What follows belongs to an exercise in optimizing a design on an open flow for small area; a production flow would make more cautious choices. Only simulation tests tie the RTL to the original design; equivalence was not proved. No driver is modelled on the clock port, so clock power and skew are understated where the tree is cut down; a real chip needs a root buffer or a tree. Power and IR drop assume default switching activity.

Design rfid_lock_core, start of the top module:
module rfid_lock_core(clk, rst, ms_tick, sec_tick, pf_event, pcd_cs_n, pcd_sck, pcd_mosi, pcd_miso, pcd_rst_n, nv_rd, nv_rdata, nv_wr, nv_wdata, auth_req, auth_uid, auth_ack, auth_match, act_valid, act_unlock, booted
, locked_out, last_result);
  input clk;
  wire clk;
  input rst;
  wire rst;
  input ms_tick;
  wire ms_tick;
  input sec_tick;
  wire sec_tick;
  input pf_event;
  wire pf_event;
  output pcd_cs_n;
  wire pcd_cs_n;
  output pcd_sck;
  wire pcd_sck;
  output pcd_mosi;
  wire pcd_mosi;
  input pcd_miso;
  wire pcd_miso;
  output pcd_rst_n;
  wire pcd_rst_n;
  output nv_rd;
  wire nv_rd;
  input [39:0] nv_rdata;
  wire [39:0] nv_rdata;
  output nv_wr;
  reg nv_wr;
  output [39:0] nv_wdata;
  wire [39:0] nv_wdata;
  output auth_req;
  wire auth_req;
  output [31:0] auth_uid;
  reg [31:0] auth_uid;
  input auth_ack;
  wire auth_ack;
  input auth_match;
  wire auth_match;
  output act_valid;
  reg act_valid;
  output act_unlock;
  wire act_unlock;
  output booted;
  wire booted;
  output locked_out;
  wire locked_out;
  output [2:0] last_result;
  reg [2:0] last_result;
  wire [5:0] _0000_;
  wire _0001_;
  wire _0002_;
  wire _0003_;
  wire _0004_;
  wire _0005_;
  wire _0006_;
  wire _0007_;
  wire _0008_;
  wire _0009_;
  wire _0010_;
  wire _0011_;
  wire _0012_;
  wire _0013_;
  wire _0014_;
  wire _0015_;
  wire _0016_;
  wire _0017_;
  wire _0018_;
  wire _0019_;
  wire _0020_;
  wire _0021_;
  wire _0022_;
  wire _0023_;
  wire _0024_;
  wire _0025_;
  wire _0026_;
  wire _0027_;
  wire _0028_;
  wire _0029_;
  wire _0030_;
  wire _0031_;
  wire _0032_;
  wire _0033_;
  wire _0034_;
  wire _0035_;
  wire _0036_;
  wire _0037_;
  wire _0038_;
  wire _0039_;
  wire _0040_;
  wire _0041_;
  wire _0042_;
  wire _0043_;
  wire _0044_;
  wire _0045_;
  wire _0046_;
  ...
==> flow/config.mk <==
export PLATFORM = sky130hd
export DESIGN_NAME = rfid_lock_core
export DESIGN_NICKNAME = rfid_lock_core
export VERILOG_FILES = /design/flow/design.v
export SDC_FILE = /design/flow/constraint.sdc
export NUM_CORES = 4
export LEC_CHECK = 0
export CAP_MARGIN = 0
export CORE_MARGIN = 2
export CORE_UTILIZATION = 40
export PLACE_DENSITY = 0.6
export SLEW_MARGIN = 0
export SYNTH_HIERARCHICAL = 1
export SYNTH_MINIMUM_KEEP_SIZE = 0
==> flow/constraint.sdc <==
create_clock -name core_clock -period 10.0 [get_ports {clk}]
set_input_delay 2.0000 -clock core_clock [delete_from_list [all_inputs] [get_ports {clk}]]
set_output_delay 2.0000 -clock core_clock [all_outputs]
set_load 0.01 [all_outputs]
standard.sh (not shown) runs the stock make flow with config.mk's settings and CLKGATE_MAP_FILE= SYNTH_SCRIPT=/design/flow/synth_recipe.tcl, a recipe that flattens the netlist after the stock synthesis.
==> flow/flow/run.sh <==
#!/bin/bash
# Standard ORFS layout with changes that only affect cell sizes:
#  - every port still gets its own buffer, but a buf_1 instead of the default
#  - logic cells sized up by synthesis start again from drive strength 1
#    before placement's repair_design
#  - CTS uses smaller clock buffers and inserts no dummy loads
set -euo pipefail
HERE=$(pwd)
export BUFFER_PORTS_ARGS="-buffer_cell sky130_fd_sc_hd__buf_1"
export PRE_RESIZE_TCL="$HERE/flow/downsize.tcl"
export CTS_ARGS="-sink_clustering_enable -repair_clock_nets -dont_use_dummy_load -buf_list sky130_fd_sc_hd__clkbuf_8 -sink_clustering_size 23 -sink_clustering_max_diameter 100"
bash standard.sh > standard_flow.log 2>&1
==> flow/flow/downsize.tcl <==
# Sized-up logic cells from synthesis go back to drive strength 1 before
# repair_design, which sizes up again only where slew or load need it.
set n 0
foreach inst [get_cells *] {
  set m [get_property $inst ref_name]
  if {[regexp {^(sky130_fd_sc_hd__[a-z0-9]+)_([0-9]+)$} $m -> base d] && $d > 1} {
    if {[regexp {df|dl|conb|tap|fill|decap|clk} $base]} { continue }
    set lc [get_lib_cells -quiet */${base}_1]
    if {[llength $lc] == 1} {
      replace_cell $inst $lc
      incr n
    }
  }
}
puts "downsize.tcl: $n cells set to drive strength 1"
# repair_design may use at most drive strength 4 for the few nets that need it
set big {}
foreach lc [get_lib_cells */sky130_fd_sc_hd__*] {
  set nm [get_name $lc]
  if {[regexp {^sky130_fd_sc_hd__[a-z0-9]+_(6|8|12|16)$} $nm] && ![regexp {clkbuf|clkinv} $nm]} {
    lappend big $lc
  }
}
set_dont_use $big
puts "downsize.tcl: [llength $big] cells of drive strength 6 or more not used by repair"
The first run passed the timing, design-rule and antenna checks.
==> next run, changes <==
--- a/flow/config.mk
+++ b/flow/config.mk
@@ -6,9 +6,9 @@
 export NUM_CORES = 4
 export LEC_CHECK = 0
-export CAP_MARGIN = 0
+export CAP_MARGIN = 20
 export CORE_MARGIN = 2
 export CORE_UTILIZATION = 40
 export PLACE_DENSITY = 0.6
-export SLEW_MARGIN = 0
+export SLEW_MARGIN = 20
 export SYNTH_HIERARCHICAL = 1
 export SYNTH_MINIMUM_KEEP_SIZE = 0
After rerunning:
- The changed run finished clean
- power barely changes
- worst setup slack gets worse by 0.040 ns
- cell count is unchanged
- sequential cell count is unchanged
- die area stays the same
- clock skew hardly moves

---

before:
rfid_lock_core again, from the RTL that the note above started with.
Settings: LEC_CHECK=0, CAP_MARGIN=20, CORE_MARGIN=2, CORE_UTILIZATION=40, PLACE_DENSITY=0.6, SLEW_MARGIN=20, SYNTH_HIERARCHICAL=1, SYNTH_MINIMUM_KEEP_SIZE=0; clock period 10.0 ns.
==> flow/flow/run.sh <==
#!/bin/bash
# Standard ORFS layout (the standard.sh, standard synthesis unchanged) with
# changes that only affect cell sizes and the clock buffers:
#  - every port still gets its own buffer, but a buf_1 instead of the default
#  - logic cells sized up by synthesis start again from drive strength 1
#    before placement's repair_design (flow/downsize.tcl), and repair may use
#    drive strengths up to 4
#  - after CTS, the clock network is rebuilt flat (flow/clocktree.tcl): the
#    clock port drives 4 clkbuf_16, each driving one cluster of flip-flops,
#    so every flip-flop has the same one-buffer clock path
# Each tool's full output is in standard_flow.log (and ORFS's own logs).
set -euo pipefail
HERE=$(pwd)
export BUFFER_PORTS_ARGS="-buffer_cell sky130_fd_sc_hd__buf_1"
export PRE_RESIZE_TCL="$HERE/flow/downsize.tcl"
export POST_CTS_TCL="$HERE/flow/clocktree.tcl"
export CLK_K=3
export CLK_BUF=sky130_fd_sc_hd__clkbuf_16
export CTS_ARGS="-sink_clustering_enable -repair_clock_nets -dont_use_dummy_load -buf_list sky130_fd_sc_hd__clkbuf_8"
bash standard.sh > standard_flow.log 2>&1
==> flow/flow/clocktree.tcl <==
set K $::env(CLK_K)
set bufcell $::env(CLK_BUF)
set block [ord::get_db_block]
set db [ord::get_db]
set clknet [$block findNet clk]
# every register clock pin
set sinks {}
foreach inst [$block getInsts] {
  set it [$inst findITerm CLK]
  if {$it ne "NULL" && [string match "*df*" [[$inst getMaster] getName]]} { lappend sinks $it }
}
# remove the CTS buffers and their nets
set old {}
foreach inst [$block getInsts] {
  if {[string match "*clkbuf*" [[$inst getMaster] getName]] && [string match "clkbuf_*" [$inst getName]]} { lappend old $inst }
}
foreach it $sinks { $it disconnect }
foreach inst $old {
  set on [[$inst findITerm X] getNet]
  foreach it [$inst getITerms] { $it disconnect }
  odb::dbInst_destroy $inst
  if {$on ne "NULL" && [$on getName] ne "clk"} { odb::dbNet_destroy $on }
}
# k-means on sink locations
set pts {}
foreach it $sinks {
  set b [[$it getInst] getBBox]
  lappend pts [list [expr {([$b xMin]+[$b xMax])/2.0}] [expr {([$b yMin]+[$b yMax])/2.0}]]
}
set n [llength $pts]
set cent {}
for {set k 0} {$k < $K} {incr k} { lappend cent [lindex $pts [expr {int(($k + 0.5) * $n / $K)}]] }
set cent [lsort -real -index 0 $cent]
for {set iter 0} {$iter < 50} {incr iter} {
  set asg {}
  foreach p $pts {
    set best 0; set bd 1e30
    for {set k 0} {$k < $K} {incr k} {
      set c [lindex $cent $k]
      set d [expr {abs([lindex $p 0]-[lindex $c 0]) + abs([lindex $p 1]-[lindex $c 1])}]
      if {$d < $bd} { set bd $d; set best $k }
    }
    lappend asg $best
  }
  set nc {}
  for {set k 0} {$k < $K} {incr k} {
    set sx 0; set sy 0; set m 0
    foreach p $pts a $asg { if {$a == $k} { set sx [expr {$sx+[lindex $p 0]}]; set sy [expr {$sy+[lindex $p 1]}]; incr m } }
    if {$m > 0} { lappend nc [list [expr {$sx/$m}] [expr {$sy/$m}]] } else { lappend nc [lindex $cent $k] }
  }
  set cent $nc
}
set master [$db findMaster $bufcell]
for {set k 0} {$k < $K} {incr k} {
  set inst [odb::dbInst_create $block $master "clkbuf_flat_$k"]
  set net [odb::dbNet_create $block "clknet_flat_$k"]
  $net setSigType CLOCK
  [$inst findITerm A] connect $clknet
  [$inst findITerm X] connect $net
  set c [lindex $cent $k]
  $inst setLocation [expr {int([lindex $c 0])}] [expr {int([lindex $c 1])}]
  $inst setPlacementStatus PLACED
  set m 0
  foreach it $sinks a $asg { if {$a == $k} { $it connect $net; incr m } }
  puts "clocktree.tcl: clkbuf_flat_$k drives $m flip-flops"
}
global_connect
detailed_placement
check_placement -verbose
estimate_parasitics -placement
report_clock_skew
Scripts as last shown in full above: flow/flow/downsize.tcl
before finished every stage and its layout cleared the timing, design-rule and antenna checks.
Setup changes, before to after
--- a/flow/flow/run.sh
+++ b/flow/flow/run.sh
@@ -17 +17 @@
-export CLK_K=3
+export CLK_K=4
Results
after vs before on final worst-path setup slack: after is the higher one.
Horizontal die dimension came out exactly the same in after and before.
Est. power | after vs before | after higher
No run of this note takes its clock network from TritonCTS; it comes from the design's own scripts or RTL.

-- static timing again, ports no longer ideal --
No port has a modelled driver above. Below, the same layouts with a new extraction and two added sets of constraints. Step 1, drivers: a clkbuf_16 drives clk and a buf_2 each remaining input, both assumed. Step 2 times the ports against the registers' clock, not the clock port: input delays grow and output delays shrink by t, the midpoint of the rising clock arrivals with the driver on. Slacks: ideal / step 1 / step 2; pairs: ideal / step 1.
| run | t (ns) | setup slack, ns | worst setup path after step 2 | latest minus earliest clock arrival (ns) | pins driven straight from the clock port |
|---|---|---|---|---|---|
| the first run of note 1 | 0.393 | 3.981 / 3.947 / 4.341 | register to output | 0.033 / 0.033 | 1 |
| the second run of note 1 | 0.398 | 3.942 / 3.904 / 4.302 | register to output | 0.032 / 0.032 | 1 |
| before | 0.243 | 4.138 / 4.069 / 4.313 | register to output | 0.025 / 0.025 | 3 |
| after | 0.235 | 4.166 / 4.080 / 4.316 | register to output | 0.019 / 0.019 | 4 |
After both steps every run listed still meets setup and hold.
